Background: an optimization exercise with open tools, aiming at small area, a short achievable clock period and few clock cycles. Do not read the settings as production practice. The RTL was checked by simulation tests, not by an equivalence proof against the original design. Power and IR drop assume default switching activity.

==> design.v <==
module dec9 (
    input  wire       clk,
    input  wire       rst,
    input  wire       req_valid,
    output wire       req_ready,
    input  wire [7:0] req_p,
    input  wire [7:0] req_s,
    input  wire       in_valid,
    output wire       in_ready,
    input  wire [7:0] in_data,
    output wire       out_valid,
    input  wire       out_ready,
    output wire [7:0] out_char,
    output wire       out_last,
    output wire [3:0] out_fault,
    output wire [1:0] out_status,
    output wire       out_sign,
    output wire [6:0] out_intg,
    output wire [6:0] out_frac,
    output wire [3:0] out_len
);
    localparam [3:0] F_NONE        = 4'd0;
    localparam [3:0] F_BADNUMBER   = 4'd1;
    localparam [3:0] F_BADPARAM    = 4'd3;
    localparam [3:0] F_EMPTYDIGITS = 4'd7;
    localparam [3:0] F_GROUPRANGE  = 4'd8;
    localparam [1:0] ST_OK        = 2'd0;
    localparam [1:0] ST_TRUNCATED = 2'd1;
    localparam [1:0] ST_OVERFLOW  = 2'd2;
    localparam [31:0] GMAX = 32'd999999999;
    localparam [3:0] DEPTH = 4'd8;
    localparam [2:0] P_IDLE = 3'd0;
    localparam [2:0] P_S0   = 3'd1;     
    localparam [2:0] P_S1   = 3'd2;     
    localparam [2:0] P_S2   = 3'd3;     
    localparam [2:0] P_READ = 3'd4;
    localparam [2:0] K_IP   = 3'd0;   
    localparam [2:0] K_IF   = 3'd1;   
    localparam [2:0] K_FF   = 3'd2;   
    localparam [2:0] K_FP   = 3'd3;   
    localparam [2:0] K_NONE = 3'd4;   
    localparam [1:0] NX_REC = 2'd0;   
    localparam [1:0] NX_GRP = 2'd1;   
    localparam [1:0] NX_DOT = 2'd2;   
    function [2:0] dig2bytes(input [3:0] d);
        case (d)
            4'd0:    dig2bytes = 3'd0;
            4'd1:    dig2bytes = 3'd1;
            4'd2:    dig2bytes = 3'd1;
            4'd3:    dig2bytes = 3'd2;
            4'd4:    dig2bytes = 3'd2;
            4'd5:    dig2bytes = 3'd3;
            4'd6:    dig2bytes = 3'd3;
            default: dig2bytes = 3'd4;
        endcase
    endfunction
    function [31:0] pow10(input [3:0] k);
        case (k)
            4'd0:    pow10 = 32'd1;
            4'd1:    pow10 = 32'd10;
            4'd2:    pow10 = 32'd100;
            4'd3:    pow10 = 32'd1000;
            4'd4:    pow10 = 32'd10000;
            4'd5:    pow10 = 32'd100000;
            4'd6:    pow10 = 32'd1000000;
            4'd7:    pow10 = 32'd10000000;
            4'd8:    pow10 = 32'd100000000;
            default: pow10 = 32'd1000000000;
        endcase
    endfunction
    function [35:0] dab(input [35:0] b, input bit_in);
        integer i;
        reg [35:0] t;
        begin
            t = b;
            for (i = 0; i < 9; i = i + 1)
                if (b[4*i +: 4] >= 4'd5)
                    t[4*i +: 4] = b[4*i +: 4] + 4'd3;
            dab = {t[34:0], bit_in};
        end
    endfunction
    reg  [29:0] mem [0:7];
    reg  [2:0]  wp;           
    reg  [2:0]  wp_c;         
    reg  [2:0]  rp;           
    reg  [3:0]  used;         
    reg  [3:0]  avail;        
    reg         rq_v;
    reg  [7:0]  p_r, s_r;
    assign req_ready = !rq_v;
    reg  [2:0]  pstate;
    reg         bad_r;
    reg         in_rdy;        
    reg  [7:0]  p_left;        
    reg  [7:0]  skip_left;     
    reg         n_ip;
    reg  [3:0]  n_if;
    reg  [3:0]  n_ff;
    reg         n_fp;
    reg  [1:0]  fbyte;
    reg  [3:0]  intg0x_r;
    reg  [3:0]  frac0x_r;
    reg         d_fld;         
    reg         d_first;       
    reg         d_last;        
    reg  [1:0]  d_kind;
    reg  [7:0]  d_tb;          
    reg         d_w3;          
    reg         d_abz;         
    reg         first_byte;
    reg  [31:0] fr;            
    reg         c_gt, c_eq;    
    reg         c_z;           
    reg         scaling;
    reg  [3:0]  sc_k;
    reg         b_v;           
    reg  [7:0]  b;
    reg         bn_r;          
    reg  [1:0]  status_r;
    reg         sign_r;
    reg  [6:0]  intg_r;
    reg  [6:0]  frac_r;
    reg  [3:0]  len_r;
    reg         range_err;
    reg         q_v;
    reg  [3:0]  q_fault;
    reg  [1:0]  q_status;
    reg         q_sign;
    reg  [6:0]  q_intg;
    reg  [6:0]  q_frac;
    reg  [3:0]  q_len;
    wire [13:0] dm    = {6'd0, p_r} * 14'd57;      
    wire [13:0] sm    = {6'd0, s_r} * 14'd57;
    wire [4:0]  i0_w  = dm[13:9];
    wire [4:0]  f0_w  = sm[13:9];
    wire [7:0]  i0x_w = p_r - {i0_w, 3'b000} - {3'd0, i0_w};
    wire [7:0]  f0x_w = s_r - {f0_w, 3'b000} - {3'd0, f0_w};
    wire [4:0]  intg0 = skip_left[4:0];
    wire [4:0]  frac0 = p_left[4:0];
    wire [5:0]  intg1 = {1'b0, intg0} + (intg0x_r != 4'd0 ? 6'd1 : 6'd0);
    wire [5:0]  frac1 = {1'b0, frac0} + (frac0x_r != 4'd0 ? 6'd1 : 6'd0);
    wire [7:0]  lsize = {1'b0, intg0, 2'b00} + {5'd0, dig2bytes(intg0x_r)}
                      + {1'b0, frac0, 2'b00} + {5'd0, dig2bytes(frac0x_r)};
    wire        overflow = intg1 > 6'd9;
    wire        truncate = !overflow && (intg1 + frac1 > 6'd9);
    wire [7:0]  ovf_skip = {5'd0, dig2bytes(intg0x_r)} + {1'b0, intg0 - 5'd9, 2'b00};
    wire [3:0]  trunc_ff = 4'd9 - intg1[3:0];
    wire [2:0] kind = n_ip           ? K_IP :
                      (n_if != 4'd0) ? K_IF :
                      (n_ff != 4'd0) ? K_FF :
                      n_fp           ? K_FP : K_NONE;
    wire [2:0] fwidth = (kind == K_IP) ? dig2bytes(intg0x_r) :
                        (kind == K_FP) ? dig2bytes(frac0x_r) : 3'd4;
    wire       field_end = ({1'b0, fbyte} == fwidth - 3'd1);
    wire       adv_b  = b_v && (pstate == P_READ);
    reg  [7:0] skip_n;
    reg        n_ip_n, n_fp_n;
    reg  [3:0] n_if_n, n_ff_n;
    reg  [1:0] fbyte_n;
    always @(*) begin
        skip_n  = skip_left;
        n_ip_n  = n_ip;
        n_if_n  = n_if;
        n_ff_n  = n_ff;
        n_fp_n  = n_fp;
        fbyte_n = fbyte;
        if (adv_b) begin
            if (skip_left != 8'd0) begin
                skip_n = skip_left - 8'd1;
            end else if (kind != K_NONE) begin
                if (field_end) begin
                    fbyte_n = 2'd0;
                    case (kind)
                        K_IP: n_ip_n = 1'b0;
                        K_IF: n_if_n = n_if - 4'd1;
                        K_FF: n_ff_n = n_ff - 4'd1;
                        default: n_fp_n = 1'b0;
                    endcase
                end else begin
                    fbyte_n = fbyte + 2'd1;
                end
            end
        end
    end
    wire [2:0] kind_n = n_ip_n           ? K_IP :
                        (n_if_n != 4'd0) ? K_IF :
                        (n_ff_n != 4'd0) ? K_FF :
                        n_fp_n           ? K_FP : K_NONE;
    wire [2:0] fwid_n = (kind_n == K_IP) ? dig2bytes(intg0x_r) :
                        (kind_n == K_FP) ? dig2bytes(frac0x_r) : 3'd4;
    wire [31:0] bound_n = (kind_n == K_IP) ? pow10(intg0x_r + 4'd1) : pow10(4'd9);
    wire [1:0]  bj_n    = fwid_n[1:0] - 2'd1 - fbyte_n;   
    wire        fld_n   = (skip_n == 8'd0) && (kind_n != K_NONE);
    wire        last_n  = ({1'b0, fbyte_n} == fwid_n - 3'd1);
    wire       neg        = first_byte ? ~b[7] : sign_r;
    wire [7:0] x          = b ^ {first_byte, 7'd0} ^ {8{neg}};    
    wire       fill       = d_w3 && x[7];
    wire       gt_in      = d_first ? fill : c_gt;
    wire       eq_in      = d_first ? (d_abz && !fill) : c_eq;
    wire       z_in       = d_first || c_z;
    wire       gt_out     = gt_in || (eq_in && (x > d_tb));
    wire       eq_out     = eq_in && (x == d_tb);
    wire       z_out      = z_in && (x == 8'd0);
    wire       fbad       = gt_out || eq_out;
    wire       elide      = (len_r == 4'd0) && z_out && ((d_kind == K_IP[1:0]) || (d_kind == K_IF[1:0]));
    wire [31:0] fval      = {fr[23:0], x};
    wire       f_end      = adv_b && d_fld && d_last && !bn_r;
    wire       b_push     = f_end && !fbad && !elide && (d_kind != K_FP[1:0]);
    wire       sc_push    = scaling && (sc_k == 4'd0) && (used != DEPTH);
    wire       push       = b_push || sc_push;
    wire [29:0] push_data = scaling ? fr[29:0] : fval[29:0];
    wire       take_byte  = in_valid && in_rdy;
    wire       parse_done = (pstate == P_READ) && (p_left == 8'd0) && !b_v && !scaling;
    wire [3:0] fin_fault  = bad_r                  ? F_BADPARAM :
                            bn_r                   ? F_BADNUMBER :
                            (len_r == 4'd0)        ? F_EMPTYDIGITS :
                            range_err              ? F_GROUPRANGE : F_NONE;
    wire       finish     = parse_done && !q_v;
    wire       rollback   = finish && (fin_fault != F_NONE);
    wire       commit     = finish && (fin_fault == F_NONE);
    assign in_ready = in_rdy;
    reg         ov, ol, oc5, oc4;    
    reg  [39:0] em;            
    reg  [3:0]  nleft;         
    reg  [3:0]  gleft;         
    reg  [1:0]  nx;
    reg  [3:0]  f_fault;
    reg  [1:0]  f_status;
    reg         f_sign;
    reg  [6:0]  f_intg;
    reg  [6:0]  f_frac;
    reg  [3:0]  f_len;
    reg         c_full;
    reg         c_spec;        
    reg  [3:0]  c_cnt;
    reg  [2:0]  c_nb;          
    reg  [35:0] cbcd;
    wire        c_done = c_full && (c_cnt == 4'd0);
    wire adv       = !ov || out_ready;
    wire unit_more = ov && (nleft != 4'd0);
    wire start_rec = adv && !unit_more && (nx == NX_REC) && q_v;
    wire em_take   = adv && !unit_more && c_done &&
                     ((nx == NX_GRP) || (start_rec && (q_fault == F_NONE) && !q_sign));
    wire c_start   = (!c_full || em_take) && (used != 4'd0) && !((avail == 4'd0) && finish);
    wire c_abort   = rollback && c_full && (c_cnt != 4'd0) && (avail == 4'd0);
    wire pop       = c_full && (c_cnt == 4'd1) && !c_abort;
    assign out_valid  = ov;
    assign out_last   = ol;
    assign out_char   = {2'b00, oc5, oc4, em[39:36]};
    assign out_fault  = f_fault;
    assign out_status = f_status;
    assign out_sign   = f_sign;
    assign out_intg   = f_intg;
    assign out_frac   = f_frac;
    assign out_len    = f_len;
    wire [3:0] used_n = rollback ? (c_spec ? 4'd0 : used - len_r - (pop ? 4'd1 : 4'd0))
                                 : used + (push ? 4'd1 : 4'd0) - (pop ? 4'd1 : 4'd0);
    always @(posedge clk) begin
        if (push)
            mem[wp] <= push_data;
    end
    always @(posedge clk) begin
        if (rst) begin
            wp    <= 3'd0;
            wp_c  <= 3'd0;
            rp    <= 3'd0;
            used  <= 4'd0;
            avail <= 4'd0;
        end else begin
            if (rollback)
                wp <= wp_c;
            else if (push)
                wp <= wp + 3'd1;
            if (commit)
                wp_c <= wp;
            if (rollback && c_spec)
                rp <= wp_c;
            else if (pop)
                rp <= rp + 3'd1;
            used <= used_n;
            if (commit)
                avail <= used - (pop ? 4'd1 : 4'd0);
            else if (pop && avail != 4'd0)
                avail <= avail - 4'd1;
        end
    end
    wire rd_n     = (pstate == P_S2) || ((pstate == P_READ) && !finish);
    wire pl_nz_n  = (pstate == P_S2) ? !bad_r :
                    take_byte ? (p_left != 8'd1) : (p_left != 8'd0);
    wire push_est = adv_b && d_fld && d_last && (d_kind != K_FP[1:0]);
    wire pend_n   = take_byte && fld_n && last_n && (kind_n != K_FP);
    wire room_n   = ({1'b0, used} + {4'd0, push_est} + {4'd0, pend_n}) <= {1'b0, DEPTH - 4'd1};
    always @(posedge clk) begin
        if (rst) begin
            pstate  <= P_IDLE;
            rq_v    <= 1'b0;
            in_rdy  <= 1'b0;
            b_v     <= 1'b0;
            scaling <= 1'b0;
            q_v     <= 1'b0;
        end else begin
            in_rdy <= rd_n && pl_nz_n && room_n;
            if (req_valid && !rq_v) begin
                p_r  <= req_p;
                s_r  <= req_s;
                rq_v <= 1'b1;
            end
            if (start_rec)
                q_v <= 1'b0;
            b_v <= take_byte;
            if (take_byte) begin
                b      <= in_data;
                p_left <= p_left - 8'd1;
            end
            skip_left <= skip_n;
            n_ip      <= n_ip_n;
            n_if      <= n_if_n;
            n_ff      <= n_ff_n;
            n_fp      <= n_fp_n;
            fbyte     <= fbyte_n;
            d_fld     <= fld_n;
            d_first   <= (fbyte_n == 2'd0);
            d_last    <= last_n;
            d_kind    <= kind_n[1:0];
            d_tb      <= bound_n[{bj_n, 3'b000} +: 8];
            d_w3      <= (fwid_n == 3'd3);
            d_abz     <= (fwid_n == 3'd4) || ((bound_n >> {fwid_n[1:0], 3'b000}) == 32'd0);
            case (pstate)
            P_IDLE: begin
                if (rq_v)
                    pstate <= P_S0;
            end
            P_S0: begin
                bad_r  <= (p_r == 8'd0) || (s_r > p_r);
                p_r    <= p_r - s_r;
                pstate <= P_S1;
            end
            P_S1: begin
                rq_v       <= 1'b0;
                skip_left  <= {3'd0, i0_w};
                p_left     <= {3'd0, f0_w};
                intg0x_r   <= i0x_w[3:0];
                frac0x_r   <= f0x_w[3:0];
                intg_r     <= p_r[6:0];
                frac_r     <= s_r[6:0];
                bn_r       <= 1'b0;
                len_r      <= 4'd0;
                range_err  <= 1'b0;
                first_byte <= 1'b1;
                fbyte      <= 2'd0;
                fr         <= 32'd0;
                pstate     <= P_S2;
            end
            P_S2: begin
                pstate <= P_READ;
                if (bad_r) begin
                    p_left    <= 8'd0;
                    skip_left <= 8'd0;
                    n_ip      <= 1'b0;
                    n_if      <= 4'd0;
                    n_ff      <= 4'd0;
                    n_fp      <= 1'b0;
                end else begin
                    p_left <= lsize;
                    if (overflow) begin
                        skip_left <= ovf_skip;
                        n_ip      <= 1'b0;
                        n_if      <= 4'd9;
                        n_ff      <= 4'd0;
                        n_fp      <= 1'b0;
                        intg0x_r  <= 4'd0;
                        frac0x_r  <= 4'd0;
                        status_r  <= ST_OVERFLOW;
                        intg_r    <= 7'd81;
                        frac_r    <= 7'd0;
                    end else if (truncate) begin
                        skip_left <= 8'd0;
                        n_ip      <= (intg0x_r != 4'd0);
                        n_if      <= intg0[3:0];
                        n_ff      <= trunc_ff;
                        n_fp      <= 1'b0;
                        frac0x_r  <= 4'd0;
                        status_r  <= ST_TRUNCATED;
                        frac_r    <= {trunc_ff, 3'b000} + {3'd0, trunc_ff};
                    end else begin
                        skip_left <= 8'd0;
                        n_ip      <= (intg0x_r != 4'd0);
                        n_if      <= intg0[3:0];
                        n_ff      <= frac0[3:0];
                        n_fp      <= (frac0x_r != 4'd0);
                        status_r  <= ST_OK;
                    end
                end
            end
            P_READ: begin
                if (scaling) begin
                    if (sc_k != 4'd0) begin
                        fr   <= {fr[28:0], 3'b000} + {fr[30:0], 1'b0};
                        sc_k <= sc_k - 4'd1;
                    end else if (used != DEPTH) begin
                        scaling <= 1'b0;
                        len_r   <= len_r + 4'd1;
                        if (fr > GMAX)
                            range_err <= 1'b1;
                    end
                end else if (b_v) begin
                    first_byte <= 1'b0;
                    if (first_byte)
                        sign_r <= ~b[7];
                    if (d_fld) begin
                        c_gt <= gt_out;
                        c_eq <= eq_out;
                        c_z  <= z_out;
                        if (d_last) begin
                            fr <= 32'd0;
                            if (!bn_r) begin
                                if (fbad) begin
                                    bn_r <= 1'b1;
                                end else if (d_kind == K_FP[1:0]) begin
                                    fr      <= fval;
                                    scaling <= 1'b1;
                                    sc_k    <= 4'd9 - frac0x_r;
                                end else if (elide) begin
                                    intg_r <= intg_r - ((d_kind == K_IP[1:0]) ? {3'd0, intg0x_r} : 7'd9);
                                end else begin
                                    len_r <= len_r + 4'd1;
                                end
                            end
                        end else begin
                            fr <= fval;
                        end
                    end
                end
                if (finish)
                    pstate <= rq_v ? P_S0 : P_IDLE;
            end
            default: pstate <= P_IDLE;
            endcase
            if (finish) begin
                q_v      <= 1'b1;
                q_fault  <= fin_fault;
                q_status <= status_r;
                q_sign   <= sign_r;
                q_intg   <= intg_r;
                q_frac   <= frac_r;
                q_len    <= len_r;
            end
        end
    end
    wire [29:0] rd = mem[rp];
    wire [35:0] c0 = dab(dab(dab({33'd0, rd[29:27]}, rd[26]), rd[25]), rd[24]);
    wire [35:0] c3 = dab(dab(dab(cbcd, c_nb[2]), c_nb[1]), c_nb[0]);
    wire [4:0]  nb_at = {c_cnt - 4'd2, 1'b0} + {1'b0, c_cnt - 4'd2};
    wire [2:0]  nb_next = rd[nb_at +: 3];
    always @(posedge clk) begin
        if (rst) begin
            c_full <= 1'b0;
            c_spec <= 1'b0;
        end else begin
            if ((rollback && c_spec) || c_abort) begin
                c_full <= 1'b0;
                c_spec <= 1'b0;
            end else if (c_start) begin
                c_full <= 1'b1;
                c_spec <= 1'b0;
                c_cnt  <= 4'd8;
                cbcd   <= c0;
                c_nb   <= rd[23:21];
            end else begin
                if (em_take)
                    c_full <= 1'b0;
                if (pop)
                    c_spec <= (avail == 4'd0) && !commit;
                else if (commit)
                    c_spec <= 1'b0;
                if (c_full && c_cnt != 4'd0) begin
                    cbcd  <= c3;
                    c_nb  <= nb_next;
                    c_cnt <= c_cnt - 4'd1;
                end
            end
        end
    end
    always @(posedge clk) begin
        if (rst) begin
            ov <= 1'b0;
            ol <= 1'b0;
            nx <= NX_REC;
            nleft <= 4'd0;
        end else if (adv) begin
            if (unit_more) begin
                em    <= {em[35:0], 4'd0};
                nleft <= nleft - 4'd1;
                oc4   <= 1'b1;
                ol    <= (nleft == 4'd1) && (gleft == 4'd0);
            end else begin
                case (nx)
                NX_GRP: begin
                    if (c_done) begin
                        em    <= {cbcd, 4'd0};
                        ov    <= 1'b1;
                        oc5   <= 1'b1;
                        oc4   <= 1'b1;
                        ol    <= 1'b0;
                        nleft <= 4'd8;
                        gleft <= gleft - 4'd1;
                        nx    <= (gleft == 4'd1) ? NX_REC : NX_DOT;
                    end else begin
                        ov <= 1'b0;
                    end
                end
                NX_DOT: begin
                    em[39:36] <= 4'hE;
                    ov    <= 1'b1;
                    oc5   <= 1'b1;
                    oc4   <= 1'b0;
                    ol    <= 1'b0;
                    nleft <= 4'd0;
                    nx    <= NX_GRP;
                end
                default: begin
                    if (q_v) begin
                        f_fault  <= q_fault;
                        f_status <= q_status;
                        f_sign   <= q_sign;
                        f_intg   <= q_intg;
                        f_frac   <= q_frac;
                        f_len    <= q_len;
                        nleft    <= 4'd0;
                        if (q_fault != F_NONE) begin
                            em[39:36] <= 4'h0;
                            ov  <= 1'b1;
                            oc5 <= 1'b0;
                            oc4 <= 1'b0;
                            ol  <= 1'b1;
                            nx  <= NX_REC;
                        end else if (q_sign) begin
                            em[39:36] <= 4'hD;
                            ov    <= 1'b1;
                            oc5   <= 1'b1;
                            oc4   <= 1'b0;
                            ol    <= 1'b0;
                            gleft <= q_len;
                            nx    <= NX_GRP;
                        end else if (c_done) begin
                            em    <= {cbcd, 4'd0};
                            ov    <= 1'b1;
                            oc5   <= 1'b1;
                            oc4   <= 1'b1;
                            ol    <= 1'b0;
                            nleft <= 4'd8;
                            gleft <= q_len - 4'd1;
                            nx    <= (q_len == 4'd1) ? NX_REC : NX_DOT;
                        end else begin
                            ov    <= 1'b0;
                            ol    <= 1'b0;
                            gleft <= q_len;
                            nx    <= NX_GRP;
                        end
                    end else begin
                        ov <= 1'b0;
                        ol <= 1'b0;
                    end
                end
                endcase
            end
        end
    end
endmodule
==> run.sh <==
#!/bin/bash
# synth_recipe.tcl (not shown) runs the flow's synth.tcl, then flattens the netlist and writes it again
# the make line also repeats each setting of config.mk as NAME=value (left out here)
make -C /OpenROAD-flow-scripts/flow DESIGN_CONFIG=/design/flow/config.mk WORK_HOME=/design/flow/orfs CLKGATE_MAP_FILE= SYNTH_SCRIPT=/design/flow/synth_recipe.tcl finish
==> config.mk <==
export PLATFORM = sky130hd
export DESIGN_NAME = dec9
export DESIGN_NICKNAME = dec9
export VERILOG_FILES = /design/flow/design.v
export SDC_FILE = /design/flow/constraint.sdc
export NUM_CORES = 4
export LEC_CHECK = 0
export CAP_MARGIN = 20
export CORE_MARGIN = 2
export CORE_UTILIZATION = 65
export SLEW_MARGIN = 20
==> constraint.sdc <==
create_clock -name core_clock -period 12.0 [get_ports {clk}]
set_input_delay 2.4000 -clock core_clock [delete_from_list [all_inputs] [get_ports {clk}]]
set_output_delay 2.4000 -clock core_clock [all_outputs]
set_load 0.01 [all_outputs]
==> notes.md, run 1 <==
- The time the worst path needs with I/O delays and setup is 6.26 ns.
- The clock net in this run drives a total of 556 sinks.
- The worst endpoint data arrival time is 6.77 ns.
- The total number of H-tree levels is 2.
- The reg-to-reg critical path endpoint is in_rdy$_SDFF_PP0_.
- The critical path endpoint category is a flop.
- The highest achievable clock rate is 160 MHz.
- In this run the static leakage power is 0.0134 uW.
- The average wire per cell in the routed design is 21.9 um.
- The clock root buffer master is sky130_fd_sc_hd__clkbuf_16.
- The critical path is of the flop to flop type.
- The clock power share is 23.5%.
- Yosys mapped a number of flops with a built-in enable equal to 518.
- The gate count after technology mapping is 2712.
- The most used flip-flop cell after synthesis is sky130_fd_sc_hd__edfxtp_1.
- The detail route stage leaves a number of antenna-violating nets equal to 0.
- The starting density of the core is 65.4%.
- Using the TritonRoute via totals, the vias-per-cell ratio works out to 6.31.
- The area of the die is 52000 sq um.
- The setup slack at placement is 5.85 ns.
- In this run, flip-flops and latches consume between 30% and 40% of the power.
- The launch point of the worst path is intg0x_r[0]$_SDFFCE_PP0P_.
- The number of global-route vias before repair is 21900.
- The largest vdd supply drop is 0.000193 V.
- The number of DRC violations after detailed-routing iteration 0 is 1923.
- The number of buffers inserted by port buffering is 63.
- The antenna diode instance count is 0.
- The initial antenna violation count came to 0.
- The number of remaining DRC errors is 0.
- The library cell with the highest instance count after synthesis is sky130_fd_sc_hd__edfxtp_1.
- Summed over all failing endpoints, the final setup total negative slack is 0 ns.
- The worst-case setup margin in the final layout is 5.74 ns.
- The CTS tree is yes.
- The total half-perimeter wirelength after legalization and detailed placement is 51.8 mm.
- By count the netlist is led by sky130_fd_sc_hd__edfxtp_1 (518), sky130_fd_sc_hd__ha_1 (248), sky130_fd_sc_hd__nor2_1 (193).
- The max-slew violation count was 0.
- The total congestion overflow is 0.
- The placement row count is 82.
- Counting tap cells, the placed design contains a total of between 3000 and 4000 instances.
- The area inside the core boundary is ~50000 sq um.
- The maximum fanout count along the critical path is 15.
- The first global-routing pass estimated 121 mm of wire.
- The global-route usage over all layers is 29.5%.
- In the synthesized netlist the async set-or-reset flop fraction comes to 0%.
- Averaged over all synthesized cells, the footprint is around 12 sq um.
- The worst hold margin is 0.416 ns.
- Combinational logic burns 43.7% of the power.
- Before antenna repair, the detailed router went through 5 iterations.
- At the end of routability-driven placement, the weighted congestion stood at just over 0.9.
- The number of warnings reported in the yosys synthesis log is 1.
- Summed over all instances, the cell type with the most area after synthesis is sky130_fd_sc_hd__edfxtp_1.
- The worst slew slack as a fraction of its limit is between 20 and 25%.
- For the pin with the worst max-slew slack, the measured transition is 1.18 ns.
- The count of unique library cells instantiated by Yosys is 83.
- For this run, the number of standard cells in the final layout without fillers is 3478.
- The top cell type by area accounts for a little under half of the synthesized area.
- In this run the vertical extent of the chip is 228 um.
- The total chip power is about 8000 uW.
- The flip-flop and latch count after synthesis is ~560.
- In this run the worst hold path is classified as flop to flop.
- Setup repair after global routing left no endpoint under its margin.
- The cts-stage hold buffer count is 0.
- In this run the count of I/O pins placed on the die edge is between 60 and 70.
- The internal portion of the total power is 5000 uW.
- The maximum number of pins on one net before global-route repair is 61.
- In this run the cell area of the synthesized design comes to between 30000 and 40000 sq um.
- The flow ran to the end and the layout has no timing, DRC or antenna violations.
- Cells with a size suffix above 1 make up 9.84% of the layout.
- Summed over all layers, the routed wires come to 76.1 mm.
- The final setup violation count is 0.
- Detailed routing inserted a total of 22000 vias.
- TritonCTS created 59 clock buffers.
- The number of max-cap violations is 0.
- The startpoint type of the worst setup path is a flop.
- The width of the die is 228 um.
- The most critical setup path has its endpoint at in_rdy$_SDFF_PP0_.
- The switching share of power is 37.3%.
- Counting cells, the worst reg-to-reg path comes to 22.
- The power per cell area is 222 nW/um^2.
- Gates resized during post-CTS repair numbered 0.
- No sink is reached through more buffers than the 3 on the longest clock path.
- In the post-synthesis netlist, the biggest area contributors are sky130_fd_sc_hd__edfxtp_1 (48%), sky130_fd_sc_hd__ha_1 (9.5%), sky130_fd_sc_hd__mux4_2 (5.0%).
- The setup check on the worst reg-to-reg path leaves a slack of ~5.7 ns.
- The net switching power figure is approximately 3000 uW.
- Post-CTS timing repair inserted 0 buffers for setup.
- The final worst-path cycle share is 52.2%.
- The startpoint identified for the worst register-to-register timing path is intg0x_r[0]$_SDFFCE_PP0P_.
- The later pin in the worst-skew pair is clocked with a latency of 0.65 ns.
- The number of hold-slack violations in the final timing report is 0.
- The clock transition at the registers of the reported paths is about 0.070 ns.
- The portion of the post-synthesis area used by sequential elements is 50.0%.
- For the worst setup path, the data required time is 12.51 ns.
- The total number of nets in the final design is 3071.
- The synthesis-to-finish area growth is 10.2%.
- The clock arrives with 0.0281 ns of skew.
## final cells by class
cell class	instances	area [sq um]
tap	672	841
inverter	179	673
sequential	556	16300
clock inverter	39	462
timing repair buffer	90	846
clock buffer	69	1510
multi-input combinational	1873	15300
fill	3382	13900
## power groups by stage
stage / registers, uW / logic, uW / clock network, uW
after floorplan: 2590 / 2740 / 0
after global placement: 2640 / 3290 / 0
after detailed placement: 2650 / 3430 / 0
after CTS: 2610 / 3460 / 1890
after global routing: 2630 / 3920 / 1970
final: 2620 / 3480 / 1870
## state kept, by name (all words and copies together) (netlist names), 32 cells and up, named ones only
register / cells
fr: 32
em: 40
cbcd: 36
mem: 240
## layer usage
metal  part of all wire, %  vias to the layer above  GRT usage, %  routed length, um
met1                    43                    10800          41.7              32400
met3                   7.0                      132          4.54               5310
li1                      -                    10200             -                  -
met5                     0                        -             0                  0
met2                    48                      745          48.1              36500
met4                   2.5                        0          8.27               1920
## layout by cell type (no fill, tap or decap), drive strengths merged, types with 28 or more instances in the layout
master         count
edfxtp           518
ha               248
nor2             194
inv              180
nand2            169
a21oi            153
xnor2            120
o21ai            114
mux2i             77
mux4              73
clkbuf            69
clkdlybuf4s50     62
nor3              60
xor2              58
a21o              44
mux2              44
a22o              39
dfxtp             38
nor2b             37
nand2b            36
fa                35
nand3             34
clkinv            29
a211oi            28
buf               28
## metrics by stage
stage / cell area, sq um / util [%]
floorplan: 32600 / -
global placement: 33900 / 68.0
detailed placement: 33900 / 68.0
CTS: 35900 / 72.0
global route: 35900 / 72.1
finish: 35900 / 72.1
## worst max-delay path, cell delays in order (launching register included)
cell,delay [ns]
sky130_fd_sc_hd__edfxtp_1,0.50
sky130_fd_sc_hd__inv_1,0.20
sky130_fd_sc_hd__ha_1,0.38
sky130_fd_sc_hd__nor3_1,0.12
sky130_fd_sc_hd__a211oi_1,0.62
sky130_fd_sc_hd__a32oi_1,0.12
sky130_fd_sc_hd__ha_1,0.34
sky130_fd_sc_hd__xnor2_1,0.16
sky130_fd_sc_hd__nor3b_1,0.21
sky130_fd_sc_hd__mux2_2,0.25
sky130_fd_sc_hd__nand3_1,0.17
sky130_fd_sc_hd__mux2i_1,0.16
sky130_fd_sc_hd__and3_1,0.23
sky130_fd_sc_hd__a32oi_1,0.39
sky130_fd_sc_hd__inv_1,0.12
sky130_fd_sc_hd__ha_1,0.49
sky130_fd_sc_hd__nor3_1,0.36
sky130_fd_sc_hd__nand4_1,0.13
sky130_fd_sc_hd__a31oi_1,0.35
sky130_fd_sc_hd__fa_1,0.29
sky130_fd_sc_hd__nand2_1,0.08
sky130_fd_sc_hd__xnor2_1,0.13
sky130_fd_sc_hd__a2111oi_0,0.34
## logic make-up (layout without fill, tap and decap cells)
logic type,after synthesis,after routing,share of synthesized area [%]
buf+inv,284,377,3.43
flops,556,556,50.0
compound gates,554,554,11.1
simple gates,662,662,9.95
fa+ha+maj,283,283,11.7
mux,194,194,8.94
other cells,1,2,0.0115
xor+xnor,178,178,4.90
## worst min path at each step
| stage | from | end | slack [ns] | depth (start not counted) |
|---|---|---|---|---|
| floorplan | q_frac[0]$_DFFE_PP_ | f_frac[0]$_DFFE_PP_ | 0.40 | 0 |
| global placement | q_intg[3]$_DFFE_PP_ | f_intg[3]$_DFFE_PP_ | 0.40 | 0 |
| detailed placement | q_frac[2]$_DFFE_PP_ | f_frac[2]$_DFFE_PP_ | 0.40 | 0 |
| CTS | q_intg[3]$_DFFE_PP_ | f_intg[3]$_DFFE_PP_ | 0.41 | 0 |
| global route | q_intg[3]$_DFFE_PP_ | f_intg[3]$_DFFE_PP_ | 0.43 | 0 |
| finish | q_frac[2]$_DFFE_PP_ | f_frac[2]$_DFFE_PP_ | 0.42 | 0 |
Testbench counts, summed over its fixed seeds: cycles 90,664.
==> run 2, diff against run 1 <==
--- a/config.mk
+++ b/config.mk
@@ -7,5 +7,5 @@
 export LEC_CHECK = 0
 export CAP_MARGIN = 20
 export CORE_MARGIN = 2
-export CORE_UTILIZATION = 65
+export CORE_UTILIZATION = 40
 export SLEW_MARGIN = 20
==> run 2 against run 1 <==
Effect of this change: non-clock buffer count stayed put; hold slack better by 0.0014 ns; area after synthesis stayed put; global-route usage is 11 points lower; still clean on timing, DRC and antenna; core utilization is 27 points lower; clock skew is 0.036 ns higher; final area is 1.8% higher; worst setup slack worse by 0.22 ns; via count is 1.9% lower; sequential share of layout area is 0.79 points lower; register-to-register slack worse by 0.22 ns.
==> notes.md, run 2 <==
- The placement row count is 104 (+27%).
- The flip-flop and latch count after synthesis is 556 (unchanged).
- The final setup violation count is 0 (unchanged).
- The antenna diode instance count is 0 (unchanged).
- The gate count after technology mapping is 2712 (unchanged).
- The worst hold path cell count came to 0 (unchanged).
- The routed wire length is 77.7 mm (+2.1%).
- The area of the die is 83800 sq um (+61%).
- After synthesis, the most frequently instantiated cells are sky130_fd_sc_hd__edfxtp_1 (518), sky130_fd_sc_hd__ha_1 (248), sky130_fd_sc_hd__nor2_1 (193).
- The reg-to-reg critical path endpoint is in_rdy$_SDFF_PP0_.
- The worst-margin pin slew came to 1.12 ns (-0.0596 ns).
- The most common cell in the synthesized netlist is sky130_fd_sc_hd__edfxtp_1.
- The total via count in the routed design is 21500 (-1.9%).
- The detailed-router iteration count before antenna repair was 6 (+1).
- The critical path goes through inv_1, ha_1, nor3_1, a211oi_1, a32oi_1, ha_1, xnor2_1, nor3b_1, mux2_2, nand3_1, mux2i_1, and3_1, a32oi_1, inv_1, ha_1, nor3_1, nand4_1, a31oi_1, fa_1, nand2_1, xnor2_1, a2111oi_0.
- The total number of H-tree levels is 2 (unchanged).
- The remaining antenna violation count is 0 (unchanged).
- The clock root buffer master is sky130_fd_sc_hd__clkbuf_16.
- In the synthesized netlist the dominant register cell turns out to be sky130_fd_sc_hd__edfxtp_1.
- The met2 track utilization from global routing was 31.5% (-17 points).
- By area the synthesized netlist is led by sky130_fd_sc_hd__edfxtp_1 (48%), sky130_fd_sc_hd__ha_1 (9.5%), sky130_fd_sc_hd__mux4_2 (5.0%).
- The worst slew slack as a fraction of its limit is 25.2% (+4.5 points).
- The post-cts sizing count was 0 (unchanged).
- The final worst-path cycle share was 54.0% (+1.8 points).
- The worst endpoint required time is 12.48 ns (-0.03 ns).
- The fraction of met3 tracks used by global routing is 2.17% (-2.4 points).
- The capture endpoint of the worst hold path is f_frac[5]$_DFFE_PP_.
- The routing layer with the top usage in global route is met2.
- The post-CTS setup-driven buffer insertion count is 0 (unchanged).
- The count of unique library cells instantiated by Yosys came to 83 (unchanged).
- The number of buffers created by CTS is 61 (+3.4%).
- The post-detailed-route via-to-cell ratio is 5.56 (-12%).
- The max-slew violation count is 0 (unchanged).
- The starting density of the core came to 40.4% (-25 points).
- The height of the die came to 290 um (+27%).
- The leakage power total is 0.0134 uW (+0.27%).
- The total congestion overflow was 0 (unchanged).
- The share of post-route cells with drive strength above 1 is 10.1% (+0.26 points).
- The highest achievable clock rate came to 154 MHz (-3.3%).
- STA classifies the critical path endpoint as a flop.
- The total half-perimeter wirelength after legalization and detailed placement is 53.9 mm (+4.2%).
- The most used cell along the critical path is sky130_fd_sc_hd__ha_1.
- The worst setup path is launched from a flop.
- The cell class contributing the biggest share of worst-path delay is compound AO/OA/AOI/OAI gates.
- The layout filler cell count is 7341 (+120%).
- The initial antenna violation count is 1 (+1).
- The maximum clock insertion buffer count is 3 (unchanged).
- The I/O pin count is 66 (unchanged).
- The area inside the core boundary is 80700 sq um (+62%).
- The CTS tree is yes.
- The number of warnings reported in the yosys synthesis log is 1 (unchanged).
- The number of hold-slack violations in the final timing report was 0 (unchanged).
- The synthesis-to-finish area growth is 12.2%.
- The setup slack at placement is 5.61 ns (-0.244 ns).
- In this run the most critical hold path is launched from q_frac[5]$_DFFE_PP_.
- The worst endpoint data arrival time came to 6.96 ns (+0.19 ns).
- The worst-case setup margin in the final layout is 5.53 ns (-0.216 ns).
- The largest vdd supply drop came to 0.000161 V (-16%).
- The clock tree skew after final layout was 0.0645 ns (+0.0364 ns).
- The met1 capacity usage during global routing is 25.1% (-17 points).
- The area of combinational cells with multiple inputs is 15300 sq um (about the same).
- The time the worst path needs with I/O delays and setup was 6.47 ns (+0.216 ns).
- The portion of the post-synthesis area used by sequential elements is 50.0% (unchanged).
- The most common cell after layout, fill and taps aside is sky130_fd_sc_hd__edfxtp_1.
- The maximum number of pins on one net before global-route repair is 61 (unchanged).
- The worst setup path is of the flop to flop kind.
- The worst register-to-register path begins at intg0x_r[0]$_SDFFCE_PP0P_.
- Setup repair after global routing left no endpoint under its margin.
- The post-synthesis area per instance is 12.0 sq um (unchanged).
- The number of buffers inserted by port buffering is 63 (unchanged).
- The count of buffer and inverter cells on the critical path was 2 (unchanged).
- The cts-stage hold buffer count is 0 (unchanged).
- The width of the die is 290 um (+27%).
- The number of global-route vias before repair is 21800 (-0.46%).
- The flip-flop count of the largest register after layout is 240 (unchanged).
- The total number of nets in the final design is 3073 (+0.065%).
- The placer's final routability congestion estimate is 0.901 (-2.2%).
- The slowest library cell on the worst path is sky130_fd_sc_hd__a211oi_1.
- The clock transition at the registers of the reported paths is 0.06 ns (about the same).
- The total standard cell area after synthesis is 32600 sq um (unchanged).
- The number of max-cap violations came to 0 (unchanged).
- The area used by sequential logic in the layout is 16300 sq um (unchanged).
- The average wire per cell in the routed design is 20.1 um (-8.2%).
- The number of sinks on the clock net is 556 (unchanged).
- The global-route usage over all layers is 18.5% (-11 points).
- In the layout the commonest cells are sky130_fd_sc_hd__edfxtp_1 (518), sky130_fd_sc_hd__ha_1 (248), sky130_fd_sc_hd__nor2_1 (189).
- In the final layout, the registers with the most flip-flops are mem (240), em (40), cbcd (36).
- The depth of the critical timing path with buffers and inverters included came to 22 (unchanged).
- The number of DRC violations after detailed-routing iteration 0 is 1487 (-23%).
- The fraction of synthesis flops using an asynchronous set or reset pin came to 0% (unchanged).
- The final sum of negative setup slack came to 0 ns (unchanged).
- The largest area contributor in the netlist is sky130_fd_sc_hd__edfxtp_1.
- The top register by number of flip-flops is mem.
- The number of enable-type register cells in the synthesized netlist is 518 (unchanged).
- The peak per-stage delay on the critical path is 0.60 ns (-0.02 ns).
- The number of remaining DRC errors is 0 (unchanged).
- The global-route wire length before repair is 122 mm (+0.73%).
- The register-to-register setup slack is 5.53 ns (-0.22 ns).
- The maximum fanout count along the critical path is 15 (unchanged).
- The top-area cell type share of the netlist area was 47.7% (unchanged).
- In this run the worst hold path is classified as flop to flop.
- The flow ran to the end and the layout has no timing, DRC or antenna violations.
- The depth of the most critical reg-to-reg path is 22 (unchanged).
- The clock insertion delay at the later pin of the skew report came to 0.67 ns (+0.02 ns).
- The power per cell area is 220 nW/um^2 (-0.71%).
run 2: cells by family (layout without fill, tap and decap cells):
kind of cell,count (synthesis),count (layout),synth area share (%)
DFF,556,556,50.0
and+or+nand+nor,662,662,9.95
xor gates and xnor gates,178,178,4.90
AOI/OAI and AO/OA,554,554,11.1
buffers and inverters,284,383,3.43
adders and majority gates,283,283,11.7
other,1,2,0.0115
muxes,194,194,8.94
run 2: report_power, final:
part / total, uW / internal (uW) / switching [uW] / leakage, uW
logic: 3480 / 1460 / 2020 / 0.00737
clock network: 1950 / 1140 / 813 / 0.00100
registers: 2620 / 2450 / 164 / 0.00505
run 2: per-layer routing:
metal	routed length [um]	vias to the layer above
met5	0	-
met4	1480	0
met3	3640	100
met2	37600	493
met1	35000	10700
li1	-	10200
run 2: how the worst max path moves through the flow:
stage                                    from                 to
floorplan                                 rst   em[10]$_DFFE_PP_
global placement    intg0x_r[0]$_SDFFCE_PP0P_  in_rdy$_SDFF_PP0_
detailed placement  intg0x_r[0]$_SDFFCE_PP0P_  in_rdy$_SDFF_PP0_
CTS                 intg0x_r[0]$_SDFFCE_PP0P_  in_rdy$_SDFF_PP0_
global route        intg0x_r[0]$_SDFFCE_PP0P_  in_rdy$_SDFF_PP0_
finish              intg0x_r[0]$_SDFFCE_PP0P_  in_rdy$_SDFF_PP0_
run 2: final cells by class:
type	instances	share of cell area (%)
clock buffers	68	4.25
clock inverters	46	1.48
inverters	179	1.84
multi-input cells	1873	41.8
flip-flops and latches	556	44.6
well taps	1060	3.63
repair buffers	90	2.37
run 2: metrics by stage:
| step | cell area [sq um] | power, uW | std cells | hold WS (ns) | utilization (%) |
|---|---|---|---|---|---|
| 3_5_place_dp | 34400 | 6120 | 3756 | 0.405 | 42.7 |
| 5_1_grt | 36600 | 8610 | 3872 | 0.424 | 45.3 |
| 4_1_cts | 36500 | 8090 | 3870 | 0.416 | 45.3 |
| 3_3_place_gp | 34400 | 5940 | 3756 | 0.403 | 42.7 |
| 6_report | 36600 | 8040 | 3872 | 0.418 | 45.3 |
| 2_1_floorplan | 32600 | 5330 | 2713 | 0.400 | - |

-- separate check: timing with driven ports --
The results above use ideal ports. As a check the final layouts listed here were re-extracted and re-timed, cells and wires unchanged. Step 1, drivers: a clkbuf_16 drives clk and a buf_2 each remaining input, both assumed. Step 2 moves the port delays by t, midway between the first and last clock arrival at a register: inputs arrive t later, outputs are due t later. That takes back most of the time a late clock gives input paths. Slacks: ideal ports / drivers / drivers and shift; pairs: ideal ports / drivers.
| run | t, ns | setup slack, ns | worst setup path at the end | latest minus earliest clock arrival (ns) | cell pins on the clock port's net |
|---|---|---|---|---|---|
| run 1 | 0.700 | 5.742 / 5.742 / 5.742 | register to register | 0.030 / 0.030 | 1 |
| run 2 | 0.696 | 5.526 / 5.526 / 5.526 | register to register | 0.065 / 0.065 | 1 |
After both steps every run listed still meets setup and hold.
